This is an optimization exercise on Yosys and OpenROAD, whose aim is small area, not a production implementation.
In this exercise RTL edits were held to simulation tests only and were not proved equivalent to the original.
The flow treats the clock pin as an ideal source, which a real chip does not have.

==> module apwm, before the edit <==
module apwm (
    input  wire        clk,
    input  wire        rst_n,
    input  wire        op_cfg,
    input  wire        op_start,
    input  wire        op_setduty,
    input  wire        op_irqen,
    input  wire        op_irqclr,
    input  wire [31:0] op_data,
    output wire        pwm_out,
    output wire        irq
);
    reg        cfgd, run;            
    reg        wrap_if, wrap_ie;
    reg [15:0] top, div, cc, cc_act, pre, ctr;
    wire uninit = ~cfgd;
    wire run_n  = run | (cfgd & op_start);
    wire [15:0] pre_inc, ctr_inc, pre_ne, ctr_ne;
    wire [16:0] cp, cc_c, lt;
    wire pre_end;
    assign cp[0]   = 1'b1;
    assign cc_c[0] = pre_end;
    assign lt[0]   = 1'b0;
    genvar i;
    generate
        for (i = 0; i < 16; i = i + 1) begin : g_bit
            assign pre_inc[i] = pre[i] ^ cp[i];
            assign cp[i+1]    = pre[i] & cp[i];
            assign pre_ne[i]  = pre_inc[i] ^ div[i];
            assign ctr_inc[i] = ctr[i] ^ cc_c[i];
            assign cc_c[i+1]  = ctr[i] & cc_c[i];
            assign ctr_ne[i]  = ctr_inc[i] ^ top[i];
            assign lt[i+1]    = (~ctr[i] & cc_act[i]) | (~ctr[i] & lt[i]) | (cc_act[i] & lt[i]);
        end
    endgenerate
    assign pre_end = ~|pre_ne;
    wire   wrap    = run_n & pre_end & ~|ctr_ne;
    always @(posedge clk or negedge rst_n) begin
        if (!rst_n) begin
            cfgd    <= 1'b0;
            run     <= 1'b0;
            wrap_if <= 1'b0;
            wrap_ie <= 1'b0;
        end else begin
            if (uninit && op_cfg && op_data[15:0] != 16'd0 && op_data[31:16] != 16'd0)
                cfgd <= 1'b1;
            run <= run_n;
            if (op_irqen && cfgd)
                wrap_ie <= op_data[0];
            if (wrap)
                wrap_if <= 1'b1;
            else if (op_irqclr)
                wrap_if <= 1'b0;
        end
    end
    always @(posedge clk) begin
        if (uninit) begin
            top <= op_data[15:0];
            div <= op_data[31:16];
        end
        cc  <= uninit ? 16'd0 : (op_setduty ? op_data[15:0] : cc);
        pre <= (!run_n || pre_end) ? 16'd0 : pre_inc;
        ctr <= (!run_n || wrap) ? 16'd0 : ctr_inc;
        if (!run || wrap)
            cc_act <= cc;
    end
    assign pwm_out = run & lt[16];
    assign irq     = wrap_if & wrap_ie;
endmodule
clock: 10.0 ns
lec_check: 0
cap_margin: 20
core_margin: 2
core_utilization: 40
slew_margin: 20
standard.sh (not shown) runs the stock make flow with config.mk's settings and CLKGATE_MAP_FILE= SYNTH_SCRIPT=/design/flow/synth_recipe.tcl, a recipe that flattens the netlist after the stock synthesis.
==> flow/flow/run.sh <==
#!/bin/bash
# Own layout flow: the standard flow (standard.sh, which runs the standard
# synthesis unchanged), with
#  - the port buffers made of the smallest buffer cell instead of clkdlybuf4s50_1,
#  - a clock tree of clkbuf_8 without dummy loads,
#  - cells on paths with spare slack downsized after placement and after CTS.
# Each tool's full output goes to ORFS's own logs (orfs/logs/...) and to
# flow_standard.log in the work folder.
set -uo pipefail
here=$(cd "$(dirname "$0")" && pwd)
export BUFFER_PORTS_ARGS="-buffer_cell sky130_fd_sc_hd__buf_1"
export CTS_ARGS="-sink_clustering_enable -repair_clock_nets -buf_list sky130_fd_sc_hd__clkbuf_8 -dont_use_dummy_load"
export POST_RESIZE_TCL="$here/recover.tcl"
export POST_CTS_TCL="$here/recover.tcl"
bash standard.sh > flow_standard.log 2>&1
==> flow/flow/recover.tcl <==
# Downsize cells on paths with spare setup slack (area/power recovery).
repair_timing -recover_power 100 -verbose
Edit:
--- a/flow/design.v
+++ b/flow/design.v
@@ -11,31 +11,18 @@
     output wire        irq
 );
     reg        cfgd, run;            
     reg        wrap_if, wrap_ie;
-    reg [15:0] top, div, cc, cc_act, pre, ctr;
+    reg [15:0] top, div, cc, pre_dn, ctr_dn, hi_dn;
     wire uninit = ~cfgd;
     wire run_n  = run | (cfgd & op_start);
-    wire [15:0] pre_inc, ctr_inc, pre_ne, ctr_ne;
-    wire [16:0] cp, cc_c, lt;
-    wire pre_end;
-    assign cp[0]   = 1'b1;
-    assign cc_c[0] = pre_end;
-    assign lt[0]   = 1'b0;
-    genvar i;
-    generate
-        for (i = 0; i < 16; i = i + 1) begin : g_bit
-            assign pre_inc[i] = pre[i] ^ cp[i];
-            assign cp[i+1]    = pre[i] & cp[i];
-            assign pre_ne[i]  = pre_inc[i] ^ div[i];
-            assign ctr_inc[i] = ctr[i] ^ cc_c[i];
-            assign cc_c[i+1]  = ctr[i] & cc_c[i];
-            assign ctr_ne[i]  = ctr_inc[i] ^ top[i];
-            assign lt[i+1]    = (~ctr[i] & cc_act[i]) | (~ctr[i] & lt[i]) | (cc_act[i] & lt[i]);
-        end
-    endgenerate
-    assign pre_end = ~|pre_ne;
-    wire   wrap    = run_n & pre_end & ~|ctr_ne;
+    wire pre_end = (pre_dn == 16'd1);
+    wire ctr_end = (ctr_dn == 16'd1);
+    wire wrap   = run_n & pre_end & ctr_end;
+    wire hi_nz  = (hi_dn != 16'd0);
+    wire [15:0] top_n = uninit ? op_data[15:0]  : top;
+    wire [15:0] div_n = uninit ? op_data[31:16] : div;
+    wire [15:0] cc_n  = uninit ? 16'd0 : (op_setduty ? op_data[15:0] : cc);
     always @(posedge clk or negedge rst_n) begin
         if (!rst_n) begin
             cfgd    <= 1'b0;
             run     <= 1'b0;
@@ -53,19 +40,27 @@
                 wrap_if <= 1'b0;
         end
     end
     always @(posedge clk) begin
-        if (uninit) begin
-            top <= op_data[15:0];
-            div <= op_data[31:16];
-        end
-        cc  <= uninit ? 16'd0 : (op_setduty ? op_data[15:0] : cc);
-        pre <= (!run_n || pre_end) ? 16'd0 : pre_inc;
-        ctr <= (!run_n || wrap) ? 16'd0 : ctr_inc;
-        if (!run || wrap)
-            cc_act <= cc;
-    end
-    assign pwm_out = run & lt[16];
+        top <= top_n;
+        div <= div_n;
+        cc  <= cc_n;
+        if (!run_n || pre_end)
+            pre_dn <= div_n;
+        else
+            pre_dn <= pre_dn - 16'd1;
+        if (!run_n || (pre_end && ctr_end))
+            ctr_dn <= top_n;
+        else if (pre_end)
+            ctr_dn <= ctr_dn - 16'd1;
+        if (!run_n)
+            hi_dn <= cc_n;
+        else if (wrap)
+            hi_dn <= cc;
+        else if (pre_end && hi_nz)
+            hi_dn <= hi_dn - 16'd1;
+    end
+    assign pwm_out = run & hi_nz;
     assign irq     = wrap_if & wrap_ie;
 endmodule
 module btn #(
     parameter HAS_PLAY = 1
Result: The new run completed with no timing, DRC or antenna violations. Setup slack gets better by 3.9 ns. Routed wire length goes up by 22%. Non-clock buffer count goes up by 3. Final area goes up by 9.6%. Sequential share of layout area goes down by 7.7 points. Register-to-register slack gets better by 5.3 ns.

static timing again, ports no longer ideal:
No port has a modelled driver above. Below, the same layouts with a new extraction and two added sets of constraints.
Step 1 sets driving cells, clkbuf_16 on the clock port and buf_2 on the other inputs (assumed; they add their load-dependent delay and slew).
Step 2 moves the port delays by t, midway between the first and last clock arrival at a register: inputs arrive t later, outputs are due t later. That takes back most of the time a late clock gives input paths.
a / b / c = no drivers / after step 1 / after step 2; a / b = the first two.
run	t (ns)	slack for setup (ns)	worst setup path at the end	clock arrival spread, ns	pins driven straight from the clock port
the first run	0.412	1.534 / 1.534 / 1.534	register to register	0.035 / 0.035	1
the second run	0.404	5.411 / 5.389 / 5.389	input to output	0.028 / 0.028	1
After both steps setup and hold are still met in every run listed. The setup slack of the second run, which loses most, moves by -0.022 ns with the drivers and by -0.022 ns with both steps.
